This is an optimization exercise on Yosys and OpenROAD, whose aim is small area, a short achievable clock period and few clock cycles per item, not a production implementation.
The RTL was checked by simulation tests, not by an equivalence proof against the original design.
Power is estimated from default activity; no workload was simulated.

**design.v**
```verilog
module pa_wave_rom (
    input  wire [2:0] sel,
    input  wire [7:0] idx,
    output reg  [7:0] low,
    output reg  [2:0] d0,
    output reg  [2:0] d1,
    output reg  [1:0] dh
);
    wire       h     = idx[7];
    wire [6:0] j     = idx[6:0];
    wire       jz    = (j == 7'd0);
    wire [6:0] q_a   = (j[6] & |j[5:0]) ? (7'd64 - {1'b0, j[5:0]}) : j;
    wire [6:0] q_b   = (h & (jz | (&j))) ? 7'd64 : {1'b0, j[6] ? ~j[5:0] : j[5:0]};
    wire       q_inv = h & !jz;
    wire       q_neg = j[6] ^ h;
    wire       hump  = (idx[7:6] == 2'b00);
    wire [7:0] k     = idx - 8'd64;
    wire [6:0] h_a   = (idx[5] & |idx[4:0]) ? (7'd64 - {1'b0, idx[5:0]}) : {1'b0, idx[5:0]};
    wire [6:0] g_a   = (k > 8'd96) ? (8'd192 - k) : k;
    wire [6:0] h_b   = {2'b00, idx[5] ? ~idx[4:0] : idx[4:0]};
    wire [6:0] g_b   = (k >= 8'd96) ? (8'd191 - k) : k;
    wire       a_neg = hump ? idx[5] : (k >= 8'd96);
    reg  [2:0] tid;
    reg  [6:0] a_lo, a_dl;
    reg        inv, neg;
    always @(*) begin
        if (sel[2] & !sel[1]) begin             
            tid  = hump ? 3'd3 : 3'd4;
            a_lo = hump ? h_a : g_a;
            a_dl = hump ? h_b : g_b;
            inv  = sel[0];
            neg  = a_neg ^ sel[0];
        end else begin                          
            tid  = sel[2] ? 3'd2 : {2'b00, sel[0]};
            a_lo = q_a;
            a_dl = q_b;
            inv  = q_inv;
            neg  = q_neg;
        end
    end
    wire [7:0] t_low;
    wire [5:0] t_dlt;
    pa_wave_tabs u_tabs (.a_lo({tid, a_lo}), .a_dl({tid, a_dl}), .low(t_low), .dlt(t_dlt));
    wire [7:0] s_low = inv ? ~t_low : t_low;
    wire [5:0] s_dlt = t_dlt ^ {neg, 2'b00, neg, 2'b00};
    always @(*) begin
        dh = 2'b00;
        d1 = 3'b000;
        case (sel)
            3'd2: begin                           
                low = {8{~idx[7]}};
                d0  = (&idx[6:0]) ? {idx[7], 2'b01} : 3'b000;
                if (&idx[6:0]) dh = idx[7] ? 2'b01 : 2'b10;
            end
            3'd3: begin                           
                low = idx;
                d0  = 3'b001;
                if (&idx) dh = 2'b10;
            end
            default: begin
                low = s_low;
                d0  = s_dlt[2:0];
                d1  = s_dlt[5:3];
            end
        endcase
    end
endmodule
module pa_interp (
    input  wire [7:0]  low,
    input  wire [2:0]  d0,
    input  wire [2:0]  d1,
    input  wire [1:0]  dh,
    input  wire [15:0] frac,
    output wire [23:0] value
);
    wire [16:0] m0 = d0[1] ? {frac, 1'b0} : d0[0] ? {1'b0, frac} : 17'd0;
    wire [16:0] m1 = d1[1] ? {frac, 1'b0} : d1[0] ? {1'b0, frac} : 17'd0;
    wire [15:0] m2 = (dh[0] | dh[1]) ? frac : 16'd0;
    wire [23:0] r0 = {7'd0, m0} ^ {24{d0[2]}};
    wire [23:0] r1 = {{5'd0, m1} ^ {22{d1[2]}}, 2'b00};
    wire [23:0] r2 = {m2 ^ {16{dh[1]}}, 8'd0};
    assign value = {low, 16'd0} + r0 + r1 + r2 +
                   {15'd0, dh[1], 5'd0, d1[2], 1'b0, d0[2]};
endmodule
module pa_wave_tabs(a_lo, a_dl, low, dlt);
  input [9:0] a_lo;
  wire [9:0] a_lo;
  input [9:0] a_dl;
  wire [9:0] a_dl;
  output [7:0] low;
  wire [7:0] low;
  output [5:0] dlt;
  wire [5:0] dlt;
  wire _0_;
  wire _100_;
  wire _101_;
  wire _102_;
  wire _103_;
  wire _104_;
  wire _105_;
  wire _106_;
  wire _107_;
  wire _108_;
  wire _109_;
  wire _10_;
  wire _110_;
  wire _111_;
  wire _112_;
  wire _113_;
  wire _114_;
  wire _115_;
  wire _116_;
  wire _117_;
  wire _118_;
  wire _119_;
  wire _11_;
  wire _120_;
  wire _121_;
  wire _122_;
  wire _123_;
  wire _124_;
  wire _125_;
  wire _126_;
  wire _127_;
  wire _128_;
  wire _129_;
  wire _12_;
  wire _130_;
  wire _131_;
  wire _132_;
  wire _133_;
  wire _134_;
  wire _135_;
  wire _136_;
  wire _137_;
  wire _138_;
  wire _139_;
  wire _13_;
  wire _140_;
  wire _141_;
  wire _142_;
  wire _143_;
  wire _144_;
  wire _145_;
  wire _146_;
  wire _147_;
  wire _148_;
  wire _149_;
  wire _14_;
  wire _150_;
  wire _151_;
  wire _152_;
  wire _153_;
  wire _154_;
  wire _155_;
  wire _156_;
  wire _157_;
  wire _158_;
  wire _159_;
  wire _15_;
  wire _160_;
  wire _161_;
  wire _162_;
  wire _163_;
  wire _164_;
  wire _165_;
  wire _166_;
  wire _167_;
  wire _168_;
  wire _169_;
  wire _16_;
  wire _170_;
  wire _171_;
  wire _172_;
  wire _173_;
  wire _174_;
  wire _175_;
  wire _176_;
  wire _177_;
  wire _178_;
  wire _179_;
  wire _17_;
  wire _180_;
  wire _181_;
  wire _182_;
  wire _183_;
  wire _184_;
  wire _185_;
  wire _186_;
  wire _187_;
  wire _188_;
  wire _189_;
  wire _18_;
  wire _190_;
  wire _191_;
  wire _192_;
  wire _193_;
  wire _194_;
  wire _195_;
  wire _196_;
  wire _197_;
  wire _198_;
  wire _199_;
  wire _19_;
  wire _1_;
  wire _200_;
  wire _201_;
  wire _202_;
  wire _203_;
  wire _204_;
  wire _205_;
  wire _206_;
  wire _207_;
  wire _208_;
  wire _209_;
  wire _20_;
  wire _210_;
  wire _211_;
  wire _212_;
  wire _213_;
  wire _214_;
  wire _215_;
  wire _216_;
  wire _217_;
  wire _218_;
  wire _219_;
  wire _21_;
  wire _220_;
  wire _221_;
  wire _222_;
  wire _223_;
  wire _224_;
  wire _225_;
  wire _226_;
  wire _227_;
  wire _228_;
  wire _229_;
  wire _22_;
  wire _230_;
  wire _231_;
  wire _232_;
  wire _233_;
  wire _234_;
  wire _235_;
  wire _236_;
  wire _237_;
  wire _238_;
  wire _239_;
  wire _23_;
  wire _240_;
  wire _241_;
  wire _242_;
  wire _243_;
  wire _244_;
  wire _245_;
  wire _246_;
  wire _247_;
  wire _248_;
  wire _249_;
  wire _24_;
  wire _250_;
  wire _251_;
  wire _252_;
  wire _253_;
  wire _254_;
  wire _255_;
  wire _256_;
  wire _257_;
  wire _258_;
  wire _259_;
  wire _25_;
  wire _260_;
  wire _261_;
  wire _262_;
  wire _263_;
  wire _264_;
  wire _265_;
  wire _266_;
  wire _267_;
  wire _268_;
  wire _269_;
  wire _26_;
  wire _270_;
  wire _271_;
  wire _272_;
  wire _273_;
  wire _274_;
  wire _275_;
  wire _276_;
  wire _277_;
  wire _278_;
  wire _279_;
  wire _27_;
  wire _280_;
  wire _281_;
  wire _282_;
  wire _283_;
  wire _284_;
  wire _285_;
  wire _286_;
  wire _287_;
  wire _288_;
  wire _289_;
  wire _28_;
  wire _290_;
  wire _291_;
  wire _292_;
  wire _293_;
  wire _294_;
  wire _295_;
  wire _296_;
  wire _297_;
  wire _298_;
  wire _299_;
  wire _29_;
  wire _2_;
  wire _300_;
  wire _301_;
  wire _302_;
  wire _303_;
  wire _304_;
  wire _305_;
  wire _306_;
  wire _307_;
  wire _308_;
  wire _309_;
  wire _30_;
  wire _310_;
  wire _311_;
  wire _312_;
  wire _313_;
  wire _314_;
  wire _315_;
  wire _316_;
  wire _317_;
  wire _318_;
  wire _319_;
  wire _31_;
  wire _320_;
  wire _321_;
  wire _322_;
  wire _323_;
  wire _324_;
  wire _325_;
  wire _326_;
  wire _327_;
  wire _328_;
  wire _329_;
  wire _32_;
  wire _330_;
  wire _331_;
  wire _332_;
  wire _333_;
  wire _334_;
  wire _335_;
  wire _336_;
  wire _337_;
  wire _338_;
  wire _339_;
  wire _33_;
  wire _340_;
  wire _341_;
  wire _342_;
  wire _343_;
  wire _344_;
  wire _345_;
  wire _346_;
  wire _347_;
  wire _348_;
  wire _349_;
  wire _34_;
  wire _350_;
  wire _351_;
  wire _352_;
  wire _353_;
  wire _354_;
  wire _355_;
  wire _356_;
  wire _357_;
  wire _358_;
  wire _359_;
  wire _35_;
  wire _360_;
  wire _361_;
  wire _362_;
  wire _363_;
  wire _364_;
  wire _365_;
  wire _366_;
  wire _367_;
  wire _368_;
  wire _369_;
  wire _36_;
  wire _370_;
  wire _371_;
  wire _372_;
  wire _373_;
  wire _374_;
  wire _375_;
  wire _376_;
  wire _377_;
  wire _378_;
  wire _379_;
  wire _37_;
  wire _380_;
  wire _381_;
  wire _382_;
  wire _383_;
  wire _384_;
  wire _385_;
  wire _386_;
  wire _387_;
  wire _388_;
  wire _389_;
  wire _38_;
  wire _390_;
  wire _391_;
  wire _392_;
  wire _393_;
  wire _394_;
  wire _395_;
  wire _396_;
  wire _397_;
  wire _398_;
  wire _399_;
  wire _39_;
  wire _3_;
  wire _400_;
  wire _401_;
  wire _402_;
  wire _403_;
  wire _404_;
  wire _405_;
  wire _406_;
  wire _407_;
  wire _408_;
  wire _409_;
  wire _40_;
  wire _410_;
  wire _411_;
  wire _412_;
  wire _413_;
  wire _414_;
  wire _415_;
  wire _416_;
  wire _417_;
  wire _418_;
  wire _419_;
  wire _41_;
  wire _420_;
  wire _421_;
  wire _422_;
  wire _423_;
  wire _424_;
  wire _425_;
  wire _426_;
  wire _427_;
  wire _428_;
  wire _429_;
  wire _42_;
  wire _430_;
  wire _431_;
  wire _432_;
  wire _433_;
  wire _434_;
  wire _435_;
  wire _436_;
  wire _437_;
  wire _438_;
  wire _439_;
  wire _43_;
  wire _440_;
  wire _441_;
  wire _442_;
  wire _443_;
  wire _444_;
  wire _445_;
  wire _446_;
  wire _447_;
  wire _448_;
  wire _449_;
  wire _44_;
  wire _450_;
  wire _45_;
  wire _46_;
  wire _47_;
  wire _48_;
  wire _49_;
  wire _4_;
  wire _50_;
  wire _51_;
  wire _52_;
  wire _53_;
  wire _54_;
  wire _55_;
  wire _56_;
  wire _57_;
  wire _58_;
  wire _59_;
  wire _5_;
  wire _60_;
  wire _61_;
  wire _62_;
  wire _63_;
  wire _64_;
  wire _65_;
  wire _66_;
  wire _67_;
  wire _68_;
  wire _69_;
  wire _6_;
  wire _70_;
  wire _71_;
  wire _72_;
  wire _73_;
  wire _74_;
  wire _75_;
  wire _76_;
  wire _77_;
  wire _78_;
  wire _79_;
  wire _7_;
  wire _80_;
  wire _81_;
  wire _82_;
  wire _83_;
  wire _84_;
  wire _85_;
  wire _86_;
  wire _87_;
  wire _88_;
  wire _89_;
  wire _8_;
  wire _90_;
  wire _91_;
  wire _92_;
  wire _93_;
  wire _94_;
  wire _95_;
  wire _96_;
  wire _97_;
  wire _98_;
  wire _99_;
  wire _9_;
  assign _416_ = ~a_lo[9];
  assign _415_ = ~(a_lo[2] | a_lo[3]);
  assign _414_ = a_lo[0] | a_lo[1];
  assign _413_ = _415_ & ~(_414_);
  assign _412_ = a_lo[4] | a_lo[5];
  assign _411_ = _412_ | a_lo[6];
  assign _410_ = _413_ & ~(_411_);
  assign low[7] = _410_ | _416_;
  assign _409_ = _413_ & ~(a_lo[4]);
  assign _408_ = a_lo[5] & ~(_409_);
  assign _407_ = _408_ | a_lo[6];
  assign _406_ = ~a_lo[7];
  assign _405_ = ~a_lo[5];
  assign _404_ = ~a_lo[1];
  assign _403_ = a_lo[2] | a_lo[3];
  assign _402_ = _404_ & ~(_403_);
  assign _401_ = a_lo[4] & ~(_402_);
  assign _400_ = _405_ & ~(_401_);
  assign _399_ = ~(a_lo[2] | a_lo[1]);
  assign _398_ = a_lo[2] & a_lo[1];
  assign _397_ = _398_ | _399_;
  assign _396_ = ~((_397_ | a_lo[3]) & a_lo[4]);
  assign _395_ = _396_ & ~(a_lo[5]);
  assign _394_ = ~(_395_ | _400_);
  assign _393_ = ~((_394_ & _406_) | _407_);
  assign _392_ = _393_ & ~(a_lo[8]);
  assign _391_ = ~(a_lo[0] ^ a_lo[2]);
  assign _390_ = a_lo[3] & ~(_391_);
  assign _389_ = a_lo[3] & ~(_399_);
  assign _388_ = _389_ | _390_;
  assign _387_ = ~((_388_ & _406_) | _412_);
  assign _386_ = a_lo[4] & a_lo[5];
  assign _385_ = _386_ & ~(_402_);
  assign _384_ = _385_ | a_lo[6];
  assign _383_ = ~a_lo[8];
  assign _382_ = ~a_lo[2];
  assign _381_ = a_lo[0] & a_lo[1];
  assign _380_ = _382_ & ~(_381_);
  assign _379_ = a_lo[3] & ~(_380_);
  assign _378_ = _379_ | _412_;
  assign _377_ = ~((_378_ & a_lo[7]) | _383_);
  assign _376_ = ~((_384_ | _387_) & _377_);
  assign _375_ = ~(_376_ & _416_);
  assign low[6] = ~((_375_ | _392_) & (_407_ | low[7]));
  assign _374_ = ~a_lo[4];
  assign _373_ = _402_ | _374_;
  assign _372_ = a_lo[1] ? a_lo[2] : _391_;
  assign _371_ = _372_ | a_lo[3];
  assign _370_ = _371_ & ~(_373_);
  assign _369_ = a_lo[9] & ~(a_lo[6]);
  assign _368_ = a_lo[5] | ~(a_lo[4]);
  assign _367_ = ~(_368_ & _369_);
  assign _366_ = _367_ | _370_;
  assign _365_ = _374_ & ~(_379_);
  assign _364_ = _398_ | a_lo[3];
  assign _363_ = _364_ & _365_;
  assign _362_ = _400_ & ~(_363_);
  assign _361_ = ~(_362_ & a_lo[7]);
  assign _360_ = ~_398_;
  assign _359_ = ~(a_lo[0] & a_lo[1]);
  assign _358_ = a_lo[2] & ~(_359_);
  assign _357_ = _389_ & ~(_358_);
  assign _356_ = _371_ & ~(_357_);
  assign _355_ = _381_ | _415_;
  assign _354_ = _356_ & ~(_355_);
  assign _353_ = _360_ & ~(_354_);
  assign _352_ = _390_ | a_lo[5];
  assign _351_ = ~a_lo[3];
  assign _350_ = _399_ | _351_;
  assign _349_ = a_lo[5] & ~(a_lo[4]);
  assign _348_ = ~_349_;
  assign _347_ = _350_ & ~(_348_);
  assign _346_ = ~(a_lo[7] | a_lo[6]);
  assign _345_ = ~(_346_ & _368_);
  assign _344_ = _373_ & ~(_345_);
  assign _343_ = _344_ & ~(_347_);
  assign _342_ = ~((_352_ | _353_) & _343_);
  assign _341_ = ~((_342_ & _361_) | _383_);
  assign _340_ = _415_ & ~(_381_);
  assign _339_ = _340_ & ~(a_lo[4]);
  assign _338_ = ~((_339_ | _405_) & (_365_ | _394_));
  assign _337_ = _413_ & ~(_349_);
  assign _336_ = _374_ & ~(_413_);
  assign _335_ = _336_ | _406_;
  assign _334_ = ~(a_lo[8] | a_lo[6]);
  assign _333_ = ~((_335_ | _337_) & _334_);
  assign _332_ = ~((_338_ & _406_) | _333_);
  assign _331_ = _332_ | a_lo[9];
  assign low[5] = ~((_331_ | _341_) & (_366_ | _409_));
  assign _330_ = ~_346_;
  assign _329_ = _358_ | a_lo[3];
  assign _328_ = ~((_329_ | _399_) & a_lo[4]);
  assign _327_ = _328_ & ~(_405_);
  assign _326_ = ~((_353_ | a_lo[4]) & _327_);
  assign _325_ = a_lo[1] & a_lo[3];
  assign _324_ = a_lo[0] | ~(a_lo[2]);
  assign _323_ = ~(_324_ & _325_);
  assign _322_ = ~(a_lo[0] | a_lo[1]);
  assign _321_ = _381_ | _322_;
  assign _320_ = ~((_321_ | a_lo[3]) & _323_);
  assign _319_ = ~(a_lo[0] & a_lo[3]);
  assign _318_ = _382_ & ~(_319_);
  assign _317_ = _318_ | ~(_336_);
  assign _316_ = ~((_317_ | _320_) & (_340_ | _374_));
  assign _315_ = ~(_316_ & _405_);
  assign _314_ = ~((_315_ & _326_) | _330_);
  assign _313_ = a_lo[2] ? _404_ : _381_;
  assign _312_ = _313_ & ~(_351_);
  assign _311_ = _312_ | a_lo[4];
  assign _310_ = _351_ & ~(_313_);
  assign _309_ = ~(_310_ | _311_);
  assign _308_ = _309_ | ~(_395_);
  assign _307_ = ~((_308_ & a_lo[7]) | _383_);
  assign _306_ = _307_ & ~(_314_);
  assign _305_ = _391_ | _351_;
  assign _304_ = _305_ & ~(_389_);
  assign _303_ = ~(a_lo[2] & a_lo[3]);
  assign _302_ = ~(_349_ & _303_);
  assign _301_ = _364_ | _374_;
  assign _300_ = ~_303_;
  assign _299_ = ~((_300_ & a_lo[4]) | a_lo[5]);
  assign _298_ = ~(_299_ & _301_);
  assign _297_ = ~((_298_ | _363_) & (_340_ | _302_));
  assign _296_ = a_lo[7] & ~(a_lo[6]);
  assign _295_ = ~_296_;
  assign _294_ = ~((_412_ & _413_) | _295_);
  assign _293_ = ~((_294_ & _304_) | (_297_ & _346_));
  assign _292_ = ~((_293_ | a_lo[8]) & _416_);
  assign _291_ = ~((_347_ | _370_) & _408_);
  assign _290_ = ~a_lo[6];
  assign _289_ = _409_ | a_lo[5];
  assign _288_ = ~((_289_ | a_lo[3]) & _290_);
  assign _287_ = _291_ & ~(_288_);
  assign _286_ = _402_ & ~(_412_);
  assign _285_ = _286_ | _290_;
  assign _284_ = ~(_285_ & a_lo[9]);
  assign low[4] = ~((_284_ | _287_) & (_292_ | _306_));
  assign _283_ = ~a_lo[0];
  assign _282_ = a_lo[0] & a_lo[2];
  assign _281_ = a_lo[1] & ~(_282_);
  assign _280_ = ~((_281_ & a_lo[3]) | (_303_ & _283_));
  assign _279_ = _280_ & ~(_404_);
  assign _278_ = _374_ & ~(_322_);
  assign _277_ = _278_ & ~(_279_);
  assign _276_ = ~(_277_ | _365_);
  assign _275_ = _380_ | ~(_414_);
  assign _274_ = ~(_275_ | _329_);
  assign _273_ = a_lo[2] & ~(_381_);
  assign _272_ = _273_ | _274_;
  assign _271_ = a_lo[5] & ~(_401_);
  assign _270_ = ~((_272_ | _276_) & _271_);
  assign _269_ = a_lo[1] & ~(a_lo[2]);
  assign _268_ = a_lo[3] & ~(a_lo[0]);
  assign _267_ = _303_ & ~(_268_);
  assign _266_ = ~((_267_ | _269_) & a_lo[4]);
  assign _265_ = ~((_266_ | _310_) & _405_);
  assign _264_ = ~((_265_ | _309_) & _406_);
  assign _263_ = _270_ & ~(_264_);
  assign _262_ = ~((_412_ | _403_) & a_lo[7]);
  assign _261_ = _262_ | ~(_372_);
  assign _260_ = ~(_261_ & _334_);
  assign _259_ = _391_ | a_lo[1];
  assign _258_ = ~(a_lo[0] | a_lo[2]);
  assign _257_ = _404_ ? a_lo[0] : _258_;
  assign _256_ = _257_ | ~(_259_);
  assign _255_ = _256_ | _282_;
  assign _254_ = _255_ & ~(_399_);
  assign _253_ = _276_ | ~(_254_);
  assign _252_ = a_lo[1] | a_lo[3];
  assign _251_ = _252_ & ~(_388_);
  assign _250_ = a_lo[4] & ~(_251_);
  assign _249_ = _405_ & ~(_250_);
  assign _248_ = ~((_249_ & _253_) | _406_);
  assign _247_ = _397_ | _351_;
  assign _246_ = _283_ & ~(_402_);
  assign _245_ = _247_ ? _246_ : a_lo[0];
  assign _244_ = ~(_245_ | _412_);
  assign _243_ = a_lo[2] & ~(a_lo[0]);
  assign _242_ = _243_ ^ _404_;
  assign _241_ = _242_ & ~(a_lo[3]);
  assign _240_ = _374_ & ~(_325_);
  assign _239_ = _240_ & ~(_241_);
  assign _238_ = _252_ & ~(_243_);
  assign _237_ = _238_ & ~(_379_);
  assign _236_ = a_lo[4] & ~(_237_);
  assign _235_ = ~((_236_ | _239_) & a_lo[5]);
  assign _234_ = _301_ | ~(_321_);
  assign _233_ = ~((_234_ | a_lo[5]) & _346_);
  assign _232_ = _233_ | ~(_235_);
  assign _231_ = ~((_232_ | _244_) & a_lo[8]);
  assign _230_ = ~((_231_ | _248_) & (_260_ | _263_));
  assign _229_ = a_lo[5] & ~(_379_);
  assign _228_ = _229_ & _370_;
  assign _227_ = ~((_289_ | a_lo[2]) & (_348_ | _356_));
  assign _226_ = ~((_227_ | _228_) & _290_);
  assign _225_ = a_lo[5] | ~(a_lo[6]);
  assign _224_ = ~(_225_ | _402_);
  assign _223_ = ~((_224_ & _365_) | _416_);
  assign low[3] = ~((_223_ & _226_) | (_230_ & _416_));
  assign _222_ = _402_ | ~(_321_);
  assign _221_ = ~(_222_ & _294_);
  assign _220_ = ~(a_lo[4] & a_lo[3]);
  assign _219_ = a_lo[3] & ~(_256_);
  assign _218_ = _219_ | a_lo[5];
  assign _217_ = ~((_218_ & _412_) | (_254_ & _220_));
  assign _216_ = ~((_320_ & _349_) | _330_);
  assign _215_ = ~((_217_ | _327_) & _216_);
  assign _214_ = ~((_215_ & _221_) | a_lo[8]);
  assign _213_ = a_lo[0] & ~(_364_);
  assign _212_ = _213_ | _266_;
  assign _211_ = ~((_277_ | _365_) & (_321_ | _300_));
  assign _210_ = ~((_211_ & _212_) | a_lo[5]);
  assign _209_ = _391_ & ~(a_lo[3]);
  assign _208_ = _209_ & ~(_399_);
  assign _207_ = _268_ | a_lo[4];
  assign _206_ = _209_ | _322_;
  assign _205_ = _206_ | _312_;
  assign _204_ = ~((_205_ | _374_) & (_207_ | _208_));
  assign _203_ = _274_ | _374_;
  assign _202_ = _281_ | _351_;
  assign _201_ = ~((_202_ & _336_) | a_lo[5]);
  assign _200_ = ~((_201_ & _203_) | (_204_ & a_lo[5]));
  assign _199_ = ~((_200_ & _346_) | _383_);
  assign _198_ = ~((_210_ | _406_) & _199_);
  assign _197_ = ~(_198_ & _416_);
  assign _196_ = a_lo[9] & ~(_285_);
  assign _195_ = _312_ | _373_;
  assign _194_ = ~((_372_ & _351_) | _195_);
  assign _193_ = _358_ | a_lo[4];
  assign _192_ = ~((_193_ | _320_) & a_lo[5]);
  assign _191_ = ~((_192_ | _194_) & (_289_ | a_lo[1]));
  assign _190_ = ~((_191_ & _369_) | (_196_ & _362_));
  assign low[2] = ~((_197_ | _214_) & _190_);
  assign _189_ = ~(a_lo[0] | a_lo[3]);
  assign _188_ = a_lo[4] & ~(_189_);
  assign _187_ = ~(_256_ | _282_);
  assign _186_ = ~((_187_ & _351_) | (_388_ & _360_));
  assign _185_ = _323_ & ~(_207_);
  assign _184_ = ~((_185_ & _371_) | (_186_ & _188_));
  assign _183_ = _243_ | _374_;
  assign _182_ = _183_ & _195_;
  assign _181_ = ~(_189_ | _258_);
  assign _180_ = ~((_240_ & _181_) | _406_);
  assign _179_ = ~((_182_ | _354_) & _180_);
  assign _178_ = ~((_184_ | _330_) & _179_);
  assign _177_ = ~((_255_ | a_lo[3]) & (_304_ | _398_));
  assign _176_ = ~((_177_ & _283_) | (_324_ & _404_));
  assign _175_ = ~((_176_ | _318_) & a_lo[4]);
  assign _174_ = ~(a_lo[4] | a_lo[3]);
  assign _173_ = ~(_346_ & a_lo[5]);
  assign _172_ = ~((_174_ & _259_) | _173_);
  assign _171_ = ~((_172_ & _175_) | (_178_ & _405_));
  assign _170_ = _267_ & ~(_320_);
  assign _169_ = ~(_170_ | _183_);
  assign _168_ = ~((_169_ | _277_) & _405_);
  assign _167_ = _246_ & _247_;
  assign _166_ = _269_ | _258_;
  assign _165_ = _166_ | _329_;
  assign _164_ = _350_ & ~(_374_);
  assign _163_ = ~((_164_ & _165_) | _405_);
  assign _162_ = ~((_167_ | _317_) & _163_);
  assign _161_ = ~((_162_ & _168_) | a_lo[7]);
  assign _160_ = a_lo[0] | ~(a_lo[7]);
  assign _159_ = ~((_160_ | _286_) & _334_);
  assign _158_ = ~((_159_ | _161_) & (_171_ | _383_));
  assign _157_ = ~((_234_ & _396_) | _219_);
  assign _156_ = _243_ & ~(_404_);
  assign _155_ = ~((_156_ | _267_) & (_364_ | _283_));
  assign _154_ = ~((_155_ | a_lo[4]) & a_lo[5]);
  assign _153_ = _325_ & _282_;
  assign _152_ = ~((_153_ | _283_) & (_246_ | a_lo[4]));
  assign _151_ = ~((_152_ | a_lo[5]) & (_154_ | _157_));
  assign _150_ = ~(_151_ & _290_);
  assign _149_ = _251_ | _311_;
  assign _148_ = _328_ & ~(_225_);
  assign _147_ = ~((_148_ & _149_) | _416_);
  assign low[1] = ~((_147_ & _150_) | (_158_ & _416_));
  assign _146_ = _255_ | a_lo[3];
  assign _145_ = _153_ | _374_;
  assign _144_ = ~((_242_ & a_lo[3]) | _145_);
  assign _143_ = a_lo[3] & ~(_321_);
  assign _142_ = ~((_143_ | a_lo[4]) & a_lo[5]);
  assign _141_ = ~((_144_ & _146_) | _142_);
  assign _140_ = _205_ & ~(_143_);
  assign _139_ = _280_ & ~(_412_);
  assign _138_ = _346_ & ~(_139_);
  assign _137_ = ~((_140_ | _368_) & _138_);
  assign _136_ = _137_ | _141_;
  assign _135_ = ~(_279_ | _302_);
  assign _134_ = ~((_135_ | _385_) & _324_);
  assign _133_ = _300_ & ~(_281_);
  assign _132_ = _257_ | _412_;
  assign _131_ = _268_ | _368_;
  assign _130_ = ~((_131_ | _166_) & (_132_ | _133_));
  assign _129_ = _130_ | ~(_134_);
  assign _128_ = ~(_188_ & _403_);
  assign _127_ = _128_ | _143_;
  assign _126_ = _350_ & ~(_156_);
  assign _125_ = _126_ | _207_;
  assign _124_ = _125_ & ~(a_lo[5]);
  assign _123_ = _124_ & _127_;
  assign _122_ = ~((_123_ | _406_) & (_129_ | _330_));
  assign _121_ = _383_ & ~(_410_);
  assign _120_ = ~((_121_ & _136_) | (_122_ & a_lo[8]));
  assign _119_ = _276_ | ~(_155_);
  assign _118_ = a_lo[9] & ~(_225_);
  assign _117_ = _118_ & ~(_236_);
  assign _116_ = _386_ & ~(_390_);
  assign _115_ = ~(_116_ & _146_);
  assign _114_ = ~_273_;
  assign _113_ = _351_ ? _114_ : _242_;
  assign _112_ = ~((_414_ & _415_) | _145_);
  assign _111_ = _336_ | a_lo[5];
  assign _110_ = ~((_111_ | _112_) & _369_);
  assign _109_ = ~((_113_ & _349_) | _110_);
  assign _108_ = ~((_109_ & _115_) | (_117_ & _119_));
  assign low[0] = ~((_120_ | a_lo[9]) & _108_);
  assign _107_ = ~(a_dl[7] | a_dl[6]);
  assign _106_ = ~a_dl[4];
  assign _105_ = ~(a_dl[2] | a_dl[0]);
  assign _104_ = ~(a_dl[2] ^ a_dl[0]);
  assign _103_ = ~((_104_ | a_dl[1]) & a_dl[3]);
  assign _102_ = ~((_103_ | _105_) & _106_);
  assign _101_ = ~((_102_ | a_dl[5]) & _107_);
  assign _100_ = ~(a_dl[2] | a_dl[1]);
  assign _99_ = a_dl[3] & ~(_100_);
  assign _98_ = ~a_dl[1];
  assign _97_ = a_dl[0] | ~(a_dl[2]);
  assign _96_ = ~((_97_ | _98_) & _106_);
  assign _95_ = ~((_96_ | _99_) & a_dl[7]);
  assign _94_ = a_dl[8] & ~(a_dl[9]);
  assign _93_ = ~(_94_ & _95_);
  assign dlt[4] = _101_ & ~(_93_);
  assign _92_ = a_dl[9] & ~(a_dl[6]);
  assign _91_ = ~_92_;
  assign _90_ = ~(a_dl[1] | a_dl[3]);
  assign _89_ = a_dl[2] | a_dl[0];
  assign _88_ = _89_ | a_dl[5];
  assign _87_ = _90_ & ~(_88_);
  assign _86_ = _87_ & ~(_91_);
  assign _85_ = ~_86_;
  assign _84_ = a_dl[2] & a_dl[0];
  assign _83_ = ~((_84_ & a_dl[1]) | a_dl[3]);
  assign _82_ = _83_ & a_dl[2];
  assign _81_ = ~(a_dl[2] | a_dl[3]);
  assign _80_ = a_dl[4] & ~(_81_);
  assign _79_ = _80_ & ~(_82_);
  assign _78_ = ~a_dl[3];
  assign _77_ = a_dl[2] | ~(a_dl[0]);
  assign _76_ = ~((_97_ | _98_) & _77_);
  assign _75_ = ~((_76_ | _100_) & _78_);
  assign _74_ = ~(_75_ | _96_);
  assign _73_ = _74_ | _79_;
  assign _72_ = _73_ | _101_;
  assign _71_ = a_dl[0] & ~(a_dl[2]);
  assign _70_ = _71_ | ~(_99_);
  assign _69_ = a_dl[4] & ~(_70_);
  assign _68_ = ~((_69_ | _95_) & a_dl[8]);
  assign _67_ = _72_ & ~(_68_);
  assign _66_ = _67_ | a_dl[9];
  assign _65_ = a_dl[3] & ~(_71_);
  assign _64_ = a_dl[2] & ~(a_dl[0]);
  assign _63_ = ~((_64_ & a_dl[1]) | _71_);
  assign _62_ = _98_ ? _84_ : _64_;
  assign _61_ = ~((_62_ | _90_) & _63_);
  assign _60_ = ~((_61_ & _65_) | a_dl[4]);
  assign _59_ = a_dl[5] & ~(_60_);
  assign _58_ = _90_ & ~(_77_);
  assign _57_ = _59_ & ~(_58_);
  assign _56_ = _57_ | ~(_107_);
  assign _55_ = ~a_dl[7];
  assign _54_ = _78_ & ~(_63_);
  assign _53_ = _54_ | _102_;
  assign _52_ = a_dl[4] & ~(_105_);
  assign _51_ = ~((_65_ | _83_) & _52_);
  assign _50_ = _51_ & ~(a_dl[5]);
  assign _49_ = ~((_50_ & _53_) | a_dl[6]);
  assign _48_ = ~((_49_ & _87_) | _55_);
  assign _47_ = _48_ | a_dl[8];
  assign _46_ = a_dl[6] | a_dl[9];
  assign _45_ = _46_ | _47_;
  assign _44_ = _56_ & ~(_45_);
  assign dlt[3] = ~((_44_ | _66_) & _85_);
  assign _43_ = ~a_dl[9];
  assign _42_ = ~(a_dl[1] & a_dl[3]);
  assign _41_ = _105_ & ~(_42_);
  assign _40_ = ~(a_dl[4] | a_dl[5]);
  assign _39_ = ~((_40_ & _41_) | _56_);
  assign _38_ = ~((_39_ | _47_) & _43_);
  assign _37_ = ~((_70_ & _80_) | _95_);
  assign _36_ = _50_ & _53_;
  assign _35_ = _36_ | a_dl[6];
  assign _34_ = ~a_dl[5];
  assign _33_ = _74_ | _34_;
  assign _32_ = ~_84_;
  assign _31_ = ~((_42_ | _32_) & _79_);
  assign _30_ = _31_ & ~(_33_);
  assign _29_ = ~((_30_ | _35_) & _55_);
  assign _28_ = _29_ & ~(_37_);
  assign _27_ = a_dl[8] & ~(_28_);
  assign _26_ = _92_ & ~(_87_);
  assign _25_ = _71_ & ~(_42_);
  assign _24_ = ~(_41_ | _54_);
  assign _23_ = ~((_24_ | _106_) & (_25_ | _96_));
  assign _22_ = ~(a_dl[6] & a_dl[9]);
  assign _21_ = _22_ | ~(_23_);
  assign _20_ = _21_ & ~(_26_);
  assign dlt[2] = ~((_27_ | _38_) & _20_);
  assign _19_ = a_dl[3] & ~(_25_);
  assign _18_ = _84_ ? a_dl[1] : _89_;
  assign _17_ = a_dl[0] & ~(_81_);
  assign _16_ = ~((_17_ | _98_) & (_18_ | a_dl[3]));
  assign _15_ = a_dl[0] & ~(_16_);
  assign _14_ = _19_ | ~(_15_);
  assign _13_ = ~((_90_ & _64_) | (_104_ & _106_));
  assign _12_ = ~(_13_ & a_dl[5]);
  assign _11_ = _14_ & ~(_12_);
  assign _10_ = _64_ | _98_;
  assign _9_ = a_dl[0] & ~(a_dl[3]);
  assign _8_ = a_dl[4] & ~(a_dl[5]);
  assign _7_ = ~((_9_ | _10_) & _8_);
  assign _6_ = ~(_7_ | _82_);
  assign _5_ = ~((_6_ & _16_) | _87_);
  assign _4_ = _5_ & ~(_11_);
  assign _3_ = ~_4_;
  assign _2_ = _65_ & ~(_62_);
  assign _1_ = ~((_18_ & _63_) | a_dl[3]);
  assign _0_ = _1_ | _106_;
  assign _450_ = _99_ & ~(_102_);
  assign _449_ = _34_ & ~(_450_);
  assign _448_ = ~((_0_ | _2_) & _449_);
  assign _447_ = ~(_42_ | _84_);
  assign _446_ = _106_ & ~(_105_);
  assign _445_ = ~(_446_ & _61_);
  assign _444_ = ~((_445_ | _447_) & (_6_ | _40_));
  assign _443_ = _105_ | ~(_99_);
  assign _442_ = _443_ & _79_;
  assign _441_ = ~((_442_ | _33_) & _107_);
  assign _440_ = _441_ | _36_;
  assign _439_ = _444_ & ~(_440_);
  assign _438_ = _15_ | ~(_80_);
  assign _437_ = ~((_62_ | _99_) & _106_);
  assign _436_ = _437_ & ~(_55_);
  assign _435_ = ~(_436_ & _438_);
  assign _434_ = ~((_435_ | _37_) & a_dl[8]);
  assign _433_ = ~((_434_ | _439_) & (_448_ | _47_));
  assign dlt[1] = ~((_433_ | _38_) & (_3_ | _91_));
  assign _432_ = _98_ & ~(_104_);
  assign _431_ = _432_ ^ _78_;
  assign _430_ = _431_ | _106_;
  assign _429_ = _430_ & _59_;
  assign _428_ = _448_ & ~(_429_);
  assign _427_ = _19_ | a_dl[4];
  assign _426_ = _75_ & ~(_427_);
  assign _425_ = ~((_32_ | _98_) & _52_);
  assign _424_ = ~((_443_ & _79_) | _425_);
  assign _423_ = ~((_424_ | _426_) & a_dl[5]);
  assign _422_ = ~((_423_ & _444_) | a_dl[6]);
  assign _421_ = _435_ & _94_;
  assign _420_ = ~((_422_ | a_dl[7]) & _421_);
  assign _419_ = ~((_4_ | _91_) & _21_);
  assign _418_ = _420_ & ~(_419_);
  assign dlt[0] = ~((_428_ | _45_) & _418_);
  assign _417_ = ~(_94_ & a_dl[5]);
  assign dlt[5] = ~((_417_ | _72_) & _85_);
endmodule
module pa_fconv #(
    parameter integer KP = 2,           
    parameter integer KF = 6            
) (
    input  wire        clk,
    input  wire        rst,
    input  wire        start,      
    input  wire        is_period,  
    input  wire        is_set,     
    input  wire [31:0] arg,        
    output wire        last,       
    output reg         fin,        
    output reg         fin_set,    
    output wire [23:0] result      
);
    localparam integer KM = (KF > KP) ? KF : KP;
    localparam integer NQ = 24 + KM - 1;          
    localparam [46:0] B = 47'd72057594037927;
    reg          it;         
    reg          per;        
    reg  [4:0]   cyc;        
    reg          sp;         
    reg          sp_max;     
    reg  [23:0]  den;        
    reg  [23:0]  rem;
    reg [NQ-1:0] nq;         
    wire        f_sign = arg[31];
    wire [7:0]  f_exp  = arg[30:23];
    wire [23:0] f_m    = {1'b1, arg[22:0]};
    wire        f_nan  = (&f_exp) && (|arg[22:0]);
    reg         s_sp, s_max;
    reg  [4:0]  s_cyc;
    reg  [2:0]  s_pad;
    reg  [23:0] keep;        
    integer j, n;
    always @(*) begin
        s_cyc = 5'd0;
        s_pad = 3'd0;
        if (!is_period) begin
            s_sp  = f_nan | f_sign | (f_exp >= 8'd136) | (f_exp <= 8'd111);
            s_max = !f_nan & !f_sign & (f_exp >= 8'd136);
            for (n = 0; n < 24; n = n + 1)
                if (f_exp[4:0] == ((112 + n) % 32)) begin
                    s_cyc = n / KF + 1;
                    s_pad = (KF - 1) - (n % KF);
                end
            for (j = 0; j < 24; j = j + 1)
                keep[j] = (f_exp >= 135 - j);
        end else begin
            s_sp  = f_nan | f_sign | (f_exp >= 8'd142) | (f_exp <= 8'd117);
            s_max = !f_nan & (f_sign | (f_exp <= 8'd117));
            for (n = 0; n < 24; n = n + 1)
                if (f_exp[4:0] == ((141 - n) % 32)) begin
                    s_cyc = n / KP + 1;
                    s_pad = (KP - 1) - (n % KP);
                end
            for (j = 0; j < 24; j = j + 1)
                keep[j] = (f_exp <= 118 + j);
        end
    end
    wire [46:0] x_f = {17'd0, f_m[23:18], f_m[17:0], 6'd0};    
    wire [46:0] x_p = B;
    wire [46:0] x   = (is_period ? x_p : x_f) & {23'h7fffff, keep};
    wire [46:0] x_s = x >> s_pad;
    wire [NQ+22:0] x_q = {x, {(KM-1){1'b0}}} >> s_pad;
    assign last = it & (cyc == 5'd1);
    localparam integer KP2 = KP / 2;
    wire [25:0]   d1 = {2'b00, den};
    wire [25:0]   d2 = {1'b0, den, 1'b0};
    reg  [23:0]   pr [0:KP2];
    reg [NQ-1:0]  pq [0:KP2];
    reg  [25:0]   py;
    reg  [26:0]   p1, p2, p3;
    integer i;
    always @(*) begin
        pr[0] = rem;
        pq[0] = nq;
        for (i = 0; i < KP2; i = i + 1) begin
            py = {pr[i], pq[i][NQ-1:NQ-2]};
            p1 = {1'b0, py} - {1'b0, d1};
            p2 = {1'b0, py} - {1'b0, d2};
            p3 = {1'b0, py} - {1'b0, d1} - {1'b0, d2};
            if (!p3[26])      begin pr[i+1] = p3[23:0]; pq[i+1] = {pq[i][NQ-3:0], 2'd3}; end
            else if (!p2[26]) begin pr[i+1] = p2[23:0]; pq[i+1] = {pq[i][NQ-3:0], 2'd2}; end
            else if (!p1[26]) begin pr[i+1] = p1[23:0]; pq[i+1] = {pq[i][NQ-3:0], 2'd1}; end
            else              begin pr[i+1] = py[23:0]; pq[i+1] = {pq[i][NQ-3:0], 2'd0}; end
        end
    end
    localparam integer KF2 = KF / 2;
    reg  [6:0]    fr [0:KF2];
    reg [NQ-1:0]  fq [0:KF2];
    reg  [8:0]    fy;
    integer f;
    always @(*) begin
        fr[0] = rem[6:0];
        fq[0] = nq;
        for (f = 0; f < KF2; f = f + 1) begin
            fy = {fr[f], fq[f][NQ-1:NQ-2]};
            if (fy >= 9'd375)      begin fr[f+1] = fy - 9'd375; fq[f+1] = {fq[f][NQ-3:0], 2'd3}; end
            else if (fy >= 9'd250) begin fr[f+1] = fy - 9'd250; fq[f+1] = {fq[f][NQ-3:0], 2'd2}; end
            else if (fy >= 9'd125) begin fr[f+1] = fy - 9'd125; fq[f+1] = {fq[f][NQ-3:0], 2'd1}; end
            else                   begin fr[f+1] = fy[6:0];     fq[f+1] = {fq[f][NQ-3:0], 2'd0}; end
        end
    end
    always @(posedge clk) begin
        if (rst) begin
            it  <= 1'b0;
            fin <= 1'b0;
        end else begin
            fin <= 1'b0;
            if (!it)
                it <= start;
            else if (cyc == 5'd1) begin
                it  <= 1'b0;
                fin <= 1'b1;
            end
        end
        if (!it) begin
            sp      <= s_sp;
            sp_max  <= s_max;
            fin_set <= is_set;
            per     <= is_period;
            cyc     <= s_sp ? 5'd1 : s_cyc;
            den     <= f_m;
            rem     <= x_s[46:24];
            nq      <= x_q[NQ-1:0];
        end else begin
            rem <= per ? pr[KP2] : {17'd0, fr[KF2]};
            nq  <= per ? pq[KP2] : fq[KF2];
            cyc <= cyc - 5'd1;
        end
    end
    wire [23:0] q = nq[23:0];
    assign result = sp ? (sp_max ? 24'h800000 : 24'd1) :
                    (q[23] & |q[22:0]) ? 24'h800000 :
                    (q == 24'd0) ? 24'd1 : q;
endmodule
module phase_accumulator #(
    parameter integer CONV_KP = 2,    
    parameter integer CONV_KF = 6     
) (
    input  wire        clk,
    input  wire        rst,           
    input  wire        tick_valid,
    output wire        tick_ready,
    input  wire        cmd_valid,
    output wire        cmd_ready,
    input  wire [7:0]  cmd_op,
    input  wire [31:0] cmd_arg,
    output reg         rsp_valid,
    output reg         rsp_err,
    output reg  [31:0] rsp_data
);
    localparam [3:0] K_ZERO  = 4'd0;
    localparam [3:0] K_VALUE = 4'd1;
    localparam [3:0] K_CNT   = 4'd2;
    localparam [3:0] K_INC   = 4'd3;
    localparam [3:0] K_HALF  = 4'd4;
    localparam [3:0] K_ERR   = 4'd5;
    localparam [3:0] K_MINF  = 4'd8;    
    localparam [3:0] K_MAXF  = 4'd9;
    localparam [3:0] K_MINP  = 4'd10;
    localparam [3:0] K_MAXP  = 4'd11;
    reg [23:0] cnt;
    reg [23:0] inc;
    reg [2:0]  sel;
    reg        crdy;
    reg        trdy;
    assign cmd_ready  = crdy;
    assign tick_ready = trdy;
    wire cfire = cmd_valid & crdy;
    wire tfire = tick_valid & trdy;
    reg       d_set_inc, d_set_cnt, d_tick, d_rst_ph, d_set_wave, d_conv;
    reg [3:0] d_kind;
    always @(*) begin
        d_set_inc = 1'b0; d_set_cnt = 1'b0; d_tick = 1'b0; d_rst_ph = 1'b0;
        d_set_wave = 1'b0; d_conv = 1'b0;
        d_kind = K_ZERO;
        case (cmd_op)
            8'h01: d_set_inc  = 1'b1;
            8'h02: d_kind     = K_INC;
            8'h03: d_set_cnt  = 1'b1;
            8'h04: d_kind     = K_CNT;
            8'h05: d_tick     = 1'b1;
            8'h06: d_rst_ph   = 1'b1;
            8'h07: d_kind     = K_HALF;
            8'h10: d_kind     = K_VALUE;
            8'h11: d_set_wave = 1'b1;
            8'h20, 8'h21, 8'h22, 8'h23: d_conv = 1'b1;
            8'h24: d_kind     = K_MINF;
            8'h25: d_kind     = K_MAXF;
            8'h26: d_kind     = K_MINP;
            8'h27: d_kind     = K_MAXP;
            default: d_kind   = K_ERR;
        endcase
    end
    wire        cv_last, cv_fin, cv_fin_set;
    wire [23:0] cv_result;
    pa_fconv #(.KP(CONV_KP), .KF(CONV_KF)) u_fconv (
        .clk       (clk),
        .rst       (rst),
        .start     (cfire & d_conv),
        .is_period (cmd_op[0]),
        .is_set    (cmd_op[1]),
        .arg       (cmd_arg),
        .last      (cv_last),
        .fin       (cv_fin),
        .fin_set   (cv_fin_set),
        .result    (cv_result)
    );
    wire        cv_wr   = cv_fin & cv_fin_set;
    wire [23:0] inc_eff = cv_wr ? cv_result : inc;
    wire [23:0] sum1 = cnt + inc_eff;
    wire        c_tick = cfire & d_tick;
    wire        dbl = tfire & c_tick;
    reg         pend;
    always @(posedge clk) begin
        if (rst) begin
            cnt  <= 24'd0;
            inc  <= 24'd0;
            sel  <= 3'd0;
            crdy <= 1'b1;
            trdy <= 1'b1;
            pend <= 1'b0;
        end else begin
            pend <= dbl;
            if (cfire & d_set_cnt)
                cnt <= cmd_arg[23:0];
            else if (cfire & d_rst_ph)
                cnt <= 24'd0;
            else if (tfire | c_tick | pend)
                cnt <= sum1;
            if (cfire & d_set_inc)
                inc <= cmd_arg[23:0];
            else if (cv_wr)
                inc <= cv_result;
            if (cfire & d_set_wave)
                sel <= (cmd_arg <= 32'd6) ? cmd_arg[2:0] : 3'd0;
            if (cfire & d_conv) begin
                crdy <= 1'b0;
                trdy <= !cmd_op[1];
            end else if (dbl) begin
                crdy <= 1'b0;
                trdy <= 1'b0;
            end else if (cv_last | pend) begin
                crdy <= 1'b1;
                trdy <= 1'b1;
            end
        end
    end
    reg        r0_v;
    reg [3:0]  r0_k;
    reg        p1_v;
    reg        p1_val;
    reg        p1_err;
    reg [31:0] p1_d;
    wire [7:0]  w_low;
    wire [2:0]  w_d0, w_d1;
    wire [1:0]  w_dh;
    pa_wave_rom u_rom (.sel(sel), .idx(cnt[23:16]), .low(w_low),
                       .d0(w_d0), .d1(w_d1), .dh(w_dh));
    reg [31:0] rd;
    always @(*) begin
        case (r0_k)
            K_VALUE: rd = {w_low, w_d0, w_d1, w_dh, cnt[15:0]};
            K_CNT:   rd = {8'd0, cnt};
            K_INC:   rd = {8'd0, inc};
            K_HALF:  rd = {31'd0, (cnt > 24'h800000)};
            K_MINF:  rd = 32'h387A0000;
            K_MAXF:  rd = 32'h43FA0000;
            K_MINP:  rd = 32'h3B03126F;
            K_MAXP:  rd = 32'h4683126F;
            default: rd = 32'd0;
        endcase
    end
    wire [23:0] value;
    pa_interp u_interp (.low(p1_d[31:24]), .d0(p1_d[23:21]), .d1(p1_d[20:18]),
                        .dh(p1_d[17:16]), .frac(p1_d[15:0]), .value(value));
    always @(posedge clk) begin
        if (rst) begin
            r0_v      <= 1'b0;
            p1_v      <= 1'b0;
            rsp_valid <= 1'b0;
        end else begin
            r0_v      <= cfire & !d_conv;
            p1_v      <= r0_v;
            rsp_valid <= p1_v | cv_fin;
        end
        r0_k   <= d_kind;
        p1_val <= (r0_k == K_VALUE);
        p1_err <= (r0_k == K_ERR);
        p1_d   <= rd;
        if (cv_fin) begin
            rsp_err  <= 1'b0;
            rsp_data <= cv_fin_set ? 32'd0 : {8'd0, cv_result};
        end else begin
            rsp_err  <= p1_err;
            rsp_data <= p1_val ? {8'd0, value} : p1_d;
        end
    end
endmodule
```
**flow/run.sh**
```bash
#!/bin/bash
set -euo pipefail
bash standard.sh SETUP_SLACK_MARGIN=7 finish > standard_flow.log 2>&1
```
**standard.sh**
```bash
#!/bin/bash
# synth_recipe.tcl (not shown) runs the flow's synth.tcl, then flattens the netlist and writes it again
# the make line also repeats each setting of config.mk as NAME=value (left out here)
make -C /OpenROAD-flow-scripts/flow DESIGN_CONFIG=/design/flow/config.mk WORK_HOME=/design/flow/orfs CLKGATE_MAP_FILE= SYNTH_SCRIPT=/design/flow/synth_recipe.tcl "${@:-finish}"
```
**config.mk**
```make
export PLATFORM = sky130hd
export DESIGN_NAME = phase_accumulator
export DESIGN_NICKNAME = phase_accumulator
export VERILOG_FILES = /design/flow/design.v
export SDC_FILE = /design/flow/constraint.sdc
export NUM_CORES = 4
export LEC_CHECK = 0
export CAP_MARGIN = 20
export CORE_MARGIN = 2
export CORE_UTILIZATION = 50
export PLACE_DENSITY = 0.65
export SETUP_SLACK_MARGIN = 5
export SLEW_MARGIN = 20
export SYNTH_MEMORY_MAX_BITS = 32768
```
**constraint.sdc**
```tcl
create_clock -name core_clock -period 12.0 [get_ports {clk}]
set_input_delay 2.4000 -clock core_clock [delete_from_list [all_inputs] [get_ports {clk}]]
set_output_delay 2.4000 -clock core_clock [all_outputs]
set_load 0.01 [all_outputs]
```
==> metrics.md, run 1 <==
| Metric | Value |
|---|---|
| First-pass GRT wire length | `132 mm` |
| Gpl congestion | `0.967` |
| Crit path max fanout | `2` |
| Crit end category | `flop` |
| Rel. slew slack | `0.225` |
| Cell Rows | `77` |
| Deepest clock path buffer count | `3` |
| Critical Path AT | `5920 ps` |
| Die Y | `216 um` |
| Utilization after layout | `0.606` |
| Initial Util | `0.506` |
| Reg clk slew, reported paths | `60 ps` |
| Critical Path Source Type | `flop` |
| Reg2Reg Setup Slack | `6520 ps` |
| Worst slew pin tran | `1160 ps` |
| CTS tree | `done` |
| Die Width | `216 um` |
| Post-synth cell types | `90` |
| Clk sinks | `215` |
| Synth top area share | `0.168` |
| Final WL | `86.6 mm` |
| I/O pin total | `80` |
| Final min period | `5480 ps` |
| DP Wirelength | `59.0 mm` |
| Post-Synthesis Cells | `3046` |
| PD cells | `117 mW/mm2` |
| Critical Path Sink | `u_fconv.rem[20]` |
| Met3 wire len | `6.52 mm` |
| Hold WS | `451 ps` |
| Initial antenna violation count | `0` |
| Drt drc | `0` |
| Final period util | `0.457` |
| Dominant cell type by area after synthesis | `dfxtp_1` |
| Final setup violation count | `0` |
| Number of synthesized flops with an enable pin | `27` |
| Overall power | `3.12 mW` |
| Setup TNS | `0 ps` |
| Met2 routed WL | `41.1 mm` |
| Pin count of the biggest net entering global routing | `60` |
| Worst setup startpoint | `u_fconv.den[0]` |
| I/O Buffers | `79` |
| Area Growth Syn to Fin | `19.7%` |
| Final Slew Violations | `0` |
| Vias in the first global route | `23800` |
| Worst Hold Path Cells | `1` |
| Peak supply drop | `90.7 uV` |
| Hold buffers post-CTS | `0` |
| H-Tree Depth | `1` |
| Die area | `0.0465 mm2` |
| Synth Net Count | `3297` |
| Filler cells | `3923` |
| Lkg Pwr | `10.9 nW` |
| Worst path max stage delay | `400 ps` |
| Mean post-synth cell area | `7.35 um2` |
| Worst path slowest cell | `edfxtp_1` |
| Yosys warns | `7` |
| Total core area | `0.0442 mm2` |
| Fraction of layout cells with a size suffix above 1 | `0.152` |
| GRT overflow | `0` |
| Seq/Total Area, Yosys | `0.204` |
| Post-route ant nets | `0` |
| CP Data Required Time | `12440 ps` |
| Status | `no timing/DRC/antenna violations` |
| Post-DR wirelength/cell | `23.1 um` |
| Nets | `3387` |
| Vias | `24800` |
| Skew-Pair Late Insertion Delay | `570 ps` |
| Vias per cell | `6.61` |
| Crit path kind | `flop to flop` |
| 1st-pass router iterations | `6` |
| CTS root buf | `clkbuf_16` |
| Max-Cap Viols | `0` |
| RR Startpoint | `u_fconv.den[0]` |
| CTS buffer count | `26` |
| Max Fclk | `183 MHz` |
| RSZ-0062 raised after global routing | `yes` |
| Number of synthesized register bits | `215` |
| Worst Skew | `20.5 ps` |
| Initial drt markers | `2431` |
| Met1 wire length | `32.9 mm` |
| Mapped Area | `0.0224 mm2` |
| Critical R2R Capture | `u_fconv.rem[20]` |
| Ranking of synthesized cells by area | `dfxtp_1 17%, ha_1 10%, o21ai_0 5.7%` |
| GRT Total Usage | `0.352` |
| Highest routing layer actually used | `met4` |
| HP Class | `flop to flop` |
| Top FF cell, synth | `dfxtp_1` |
| Reg2reg path depth | `35` |
| Async SR Flop Fraction | `0` |
| Hold Fails Final Rpt | `0` |
timing repair:
action | in CTS | in global routing
gates cloned | 8 | 0
setup endpoints to repair | 85 | 82
buffers inserted | 78 | 53
gates resized for setup | 192 | 150
pin swaps | 52 | 61
final cells by class:
class                           instances  area [um2]  area share
Clock inverter                         13         158     0.00588
Timing Repair Buffer                  250        2370      0.0884
Timing Repair inverter                  1        5.00    0.000187
Tap cell                              592         741      0.0276
Inverter                              119         478      0.0178
Sequential cell                       215        4660       0.174
Antenna cell                            1        2.50   0.0000933
Clock buffer                           32         714      0.0266
Multi-Input combinational cell       2523       17700       0.659
logic make-up after synthesis:
logic type / share of synthesized area
compound gates: 0.281
xor+xnor: 0.0645
fa+ha+maj: 0.124
buf+inv: 0.0524
flops: 0.204
mux: 0.0592
simple gates: 0.214
how the worst min path moves through the flow:
stage,startpoint,end
6_report,r0_v,p1_v
2_1_floorplan,p1_v,rsp_valid
3_5_place_dp,r0_v,p1_v
4_1_cts,r0_v,p1_v
5_1_grt,r0_v,p1_v
3_3_place_gp,r0_v,p1_v
per-layer routing:
metal | vias up | GRT usage
li1 | 11300 | -
met1 | 11700 | 0.420
met2 | 1364 | 0.601
met3 | 385 | 0.0413
met4 | 0 | 0.226
met5 | - | 0
worst max-delay path: cells and delay by family, from the launching register on:
kind	cells	cell delay (ps)
compound gates	9	1630
xor+xnor	1	130
fa+ha+maj	2	520
buf+inv	19	2200
flops	1	400
mux	1	170
simple gates	3	320
placed cells by master (no fill, tap or decap), types with 45 or more instances in the layout:
master	count
mux2i_1	109
buf_4	127
clkdlybuf4s50_1	74
o21ai_0	227
xnor2_1	117
nand3_1	59
dfxtp_1	152
a31oi_1	45
nand2_1	322
inv_1	107
ha_1	166
nor2_1	317
a21oi_1	215
nor3_1	88
through the flow:
step                setup slack (ps)  instance area [um2]  std cells
global placement                5990                23500       3561
global route                    6380                26800       3745
floorplan                       7010                22500       3046
CTS                             6720                25800       3692
finish                          6520                26800       3746
detailed placement              5880                23500       3561
state kept, by name, indices dropped and copies added (netlist names), 4 cells and up:
name         cells
cnt             24
rsp_data        32
p1_d            32
u_fconv.den     23
u_fconv.rem     24
u_fconv.nq      29
inc             24
u_fconv.cyc      5
r0_k             4
power by group:
group	switching, mW	internal [mW]	leakage, nW	total, mW
Clock	0.341	0.486	0.429	0.827
Combinational	0.856	0.612	8.63	1.47
Sequential	0.0665	0.763	1.83	0.829
cell usage after synthesis (28+ instances only):
master	count
dfxtp_1	188
clkbuf_1	163
mux2i_1	111
nor3_1	93
a211oi_1	47
a21oi_1	245
nand2b_1	36
a221oi_1	28
a21o_1	43
o21a_1	31
a22oi_1	29
nand3_1	62
ha_1	181
xnor2_1	125
o21ai_0	256
inv_1	114
and2_1	28
xor2_1	40
o211ai_1	41
nand2_1	328
a31oi_1	50
nor2_1	329
nor2b_1	36
Testbench counts, summed over its fixed seeds: cycles 35,587, cmds 24,000.
==> run 2, diff against run 1 <==
--- a/design.v
+++ b/design.v
@@ -1029,8 +1029,8 @@
     reg          it;         
     reg          per;        
-    reg  [4:0]   cyc;        
+    reg  [3:0]   cyc;        
     reg          sp;         
     reg          sp_max;     
-    reg  [23:0]  den;        
+    reg  [22:0]  den;        
     reg  [23:0]  rem;
     reg [NQ-1:0] nq;         
@@ -1040,10 +1040,10 @@
     wire        f_nan  = (&f_exp) && (|arg[22:0]);
     reg         s_sp, s_max;
-    reg  [4:0]  s_cyc;
+    reg  [3:0]  s_cyc;
     reg  [2:0]  s_pad;
     reg  [23:0] keep;        
     integer j, n;
     always @(*) begin
-        s_cyc = 5'd0;
+        s_cyc = 4'd0;
         s_pad = 3'd0;
         if (!is_period) begin
@@ -1074,8 +1074,8 @@
     wire [46:0] x_s = x >> s_pad;
     wire [NQ+22:0] x_q = {x, {(KM-1){1'b0}}} >> s_pad;
-    assign last = it & (cyc == 5'd1);
+    assign last = it & (cyc == 4'd1);
     localparam integer KP2 = KP / 2;
-    wire [25:0]   d1 = {2'b00, den};
-    wire [25:0]   d2 = {1'b0, den, 1'b0};
+    wire [25:0]   d1 = {3'b001, den};
+    wire [25:0]   d2 = {2'b01, den, 1'b0};
     reg  [23:0]   pr [0:KP2];
     reg [NQ-1:0]  pq [0:KP2];
@@ -1121,5 +1121,5 @@
             if (!it)
                 it <= start;
-            else if (cyc == 5'd1) begin
+            else if (cyc == 4'd1) begin
                 it  <= 1'b0;
                 fin <= 1'b1;
@@ -1131,6 +1131,6 @@
             fin_set <= is_set;
             per     <= is_period;
-            cyc     <= s_sp ? 5'd1 : s_cyc;
-            den     <= f_m;
+            cyc     <= s_sp ? 4'd1 : s_cyc;
+            den     <= f_m[22:0];
             rem     <= x_s[46:24];
             nq      <= x_q[NQ-1:0];
@@ -1138,5 +1138,5 @@
             rem <= per ? pr[KP2] : {17'd0, fr[KF2]};
             nq  <= per ? pq[KP2] : fq[KF2];
-            cyc <= cyc - 5'd1;
+            cyc <= cyc - 4'd1;
         end
     end
==> flow/run.sh (replaced) <==
#!/bin/bash
set -euo pipefail
bash standard.sh 'BUFFER_PORTS_ARGS=-buffer_cell sky130_fd_sc_hd__buf_2' SETUP_SLACK_MARGIN=7 finish > standard_flow.log 2>&1
--- a/config.mk
+++ b/config.mk
@@ -8,6 +8,7 @@
 export CAP_MARGIN = 20
 export CORE_MARGIN = 2
-export CORE_UTILIZATION = 50
-export PLACE_DENSITY = 0.65
+export CORE_UTILIZATION = 30
+export CTS_BUF_LIST = sky130_fd_sc_hd__clkbuf_4 sky130_fd_sc_hd__clkbuf_8
+export PLACE_DENSITY = 0.5
 export SETUP_SLACK_MARGIN = 5
 export SLEW_MARGIN = 20
==> metrics.md, run 2 <==
| Metric | Value |
|---|---|
| Status | `no timing/DRC/antenna violations` |
| Async SR Flop Fraction | `0` |
| Crit path max fanout | `13` |
| RR Startpoint | `u_fconv.nq[28]` |
| Crit path kind | `flop to flop` |
| DP Wirelength | `64.0 mm` |
| Die Y | `276 um` |
| Post-Synthesis Cells | `2961` |
| Hold Fails Final Rpt | `0` |
| Worst slack at placement | `5800 ps` |
| Peak supply drop | `69.8 uV` |
| HP Start | `p1_v` |
| Worst setup startpoint | `u_fconv.nq[28]` |
| Final Slew Violations | `0` |
| Skew-Pair Late Insertion Delay | `660 ps` |
| First-pass GRT wire length | `134 mm` |
| Yosys warns | `7` |
| Total core area | `0.0732 mm2` |
| HP Class | `flop to flop` |
| Top FF cell, synth | `dfxtp_1` |
| Rel. slew slack | `0.193` |
| Commonest non-fill, non-tap cells in the layout | `319 x nand2_1, 255 x nor2_1, 202 x a21oi_1, 178 x o21ai_0, 168 x ha_1` |
| Worst slew pin tran | `1210 ps` |
| Reg clk slew, reported paths | `60 ps` |
| Post-DR wirelength/cell | `21.8 um` |
| Deepest clock path buffer count | `3` |
| Max-Cap Viols | `0` |
| Final setup violation count | `0` |
| Final WL | `88.1 mm` |
| Vias in the first global route | `21600` |
| Setup TNS | `0 ps` |
| Commonest non-fill, non-tap cell in the layout | `nand2_1` |
| Post-route ant nets | `0` |
| Crit end category | `flop` |
| Initial antenna violation count | `10` |
| Drt drc | `0` |
| GRT overflow | `0` |
| H-Tree Depth | `2` |
| RSZ-0062 raised after global routing | `yes` |
| Count leader, synth | `nand2_1` |
| CTS buffer count | `41` |
| Initial Util | `0.304` |
| Synth top area share | `0.168` |
| Clk sinks | `214` |
| Synth top cells by count | `324 x nand2_1, 264 x nor2_1, 231 x a21oi_1, 199 x o21ai_0, 187 x dfxtp_1` |
| Number of synthesized flops with an enable pin | `27` |
| Final setup margin | `6810 ps` |
| Initial drt markers | `2506` |
| CP Data Required Time | `12540 ps` |
| Die Width | `276 um` |
| Dominant cell type by area after synthesis | `dfxtp_1` |
| Nets | `3295` |
| Number of synthesized register bits | `214` |
| Worst Skew | `73.0 ps` |
| Lkg Pwr | `11.2 nW` |
| CTS root buf | `clkbuf_8` |
| Synth Net Count | `3212` |
| 1st-pass router iterations | `6` |
| Pin count of the biggest net entering global routing | `60` |
| Largest registers | `p1_d (32), rsp_data (32), u_fconv.nq (29)` |
| Fraction of layout cells with a size suffix above 1 | `0.189` |
| Die area | `0.0764 mm2` |
| Post-synth cell types | `94` |
| Vias per cell | `5.78` |
| Mapped Area | `0.0223 mm2` |
| Seq/Total Area, Yosys | `0.204` |
| PD cells | `118 mW/mm2` |
| Area Growth Syn to Fin | `19.4%` |
| Critical Path AT | `5730 ps` |
| Final period util | `0.433` |
| GRT Total Usage | `0.219` |
| I/O Buffers | `79` |
| Hold buffers post-CTS | `0` |
| CTS tree | `done` |
| Max Fclk | `193 MHz` |
| Cell Rows | `99` |
| Mean post-synth cell area | `7.52 um2` |
| I/O pin total | `80` |
| Gpl congestion | `0.917` |
| Critical Path Source Type | `flop` |
| Utilization after layout | `0.363` |
| Final min period | `5190 ps` |
| Ranking of synthesized cells by area | `dfxtp_1 17%, ha_1 10%, nand2_1 5.5%` |
| Vias | `23400` |
## run 2: final cells by class
class,count,area (um2)
Tap cell,959,1200
Timing Repair Buffer,231,1710
Antenna cell,5,12.5
Sequential cell,214,4640
Clock buffer,60,757
Clock inverter,16,209
Multi-Input combinational cell,2440,17600
Fill cell,7714,46600
Inverter,116,465
## run 2: repair_timing
item | in CTS | in global routing
endpoints found under the setup margin | 48 | 45
cloned | 3 | 3
resized for setup | 150 | 145
pin swaps | 43 | 75
buffers inserted | 61 | 44
hold endpoints to repair | 0 | 0
## run 2: path summary, 6_finish.rpt
check        slack (ps)  depth (start not counted)        endpoint
max                6810                         19  u_fconv.rem[5]
min                 450                          2       rsp_valid
max reg2reg        6810                         19  u_fconv.rem[5]
min reg2reg         450                          2       rsp_valid
## run 2: logic make-up after synthesis
family                   after synthesis  share of synthesized area
XOR/XNOR                             175                     0.0698
adder cells (fa/ha/maj)              207                      0.125
AO/OA/AOI/OAI                        971                      0.293
multiplexers                         112                     0.0516
flip-flops                           214                      0.204
AND/OR/NAND/NOR                      975                      0.202
buffers and inverters                307                     0.0543
## run 2: per-layer routing
layer | track usage | vias up | share of wire
met4 | 0.0558 | 6 | 0.026
li1 | - | 11100 | -
met1 | 0.314 | 11200 | 0.46
met3 | 0.0346 | 152 | 0.075
met2 | 0.340 | 908 | 0.44
met5 | 0 | - | 0.00040
## run 2: stage by stage
step	instances	total power [mW]	hold WS, ps	cell area, um2
CTS	3989	3.01	453	25600
floorplan	2961	1.71	411	22300
global placement	3849	2.02	425	23500
global route	4039	3.31	468	26600
finish	4041	3.14	448	26600
detailed placement	3849	2.01	437	23500
## run 2: critical path, cell delays in order (launching register included)
cell	delay, ps
dfxtp_4	390
clkinvlp_4	130
buf_4	170
ha_1	280
inv_1	140
o211ai_1	210
a311o_1	400
a21oi_4	290
o21ai_4	190
o41a_1	500
o22ai_4	240
xnor2_4	110
ha_1	190
and2_1	180
a211o_1	230
a311o_1	400
a221o_1	360
o211ai_2	210
xnor2_2	90
a221o_1	350
## run 2: power breakdown
part           switching (mW)  total, mW  internal, mW  leakage, nW
sequential             0.0692      0.830         0.761         1.82
combinational           0.852       1.44         0.590         8.83
clock                   0.373      0.873         0.500        0.508
total                    1.29       3.14          1.85         11.2
Testbench counts of run 2, summed over its fixed seeds: cycles 35,587, cmds 24,000.

==> re-timing with driven ports <==
Ports are ideal in the flow. The routed layouts listed here were re-timed in OpenROAD. Step 1: set_driving_cell puts a clkbuf_16 on clk and a buf_2 on each other input, an assumption about the parent block. Step 2 moves the port delays by t, midway between the first and last clock arrival at a register: inputs arrive t later, outputs are due t later. That takes back most of the time a late clock gives input paths. a / b / c = no drivers / after step 1 / after step 2; a / b = the first two.
| run | t (ns) | setup WS [ns] | worst setup path after step 2 | worst slew at a driven data input, ns |
|---|---|---|---|---|
| run 1 | 0.619 | 6.522 / 6.522 / 6.480 | input to register | 0.04 |
| run 2 | 0.681 | 6.806 / 6.806 / 6.673 | input to register | 0.13 |
After both steps setup and hold are still met in every run listed. The setup slack of run 2, which loses most, moves by 0.000 ns with the drivers and by -0.133 ns with both steps.
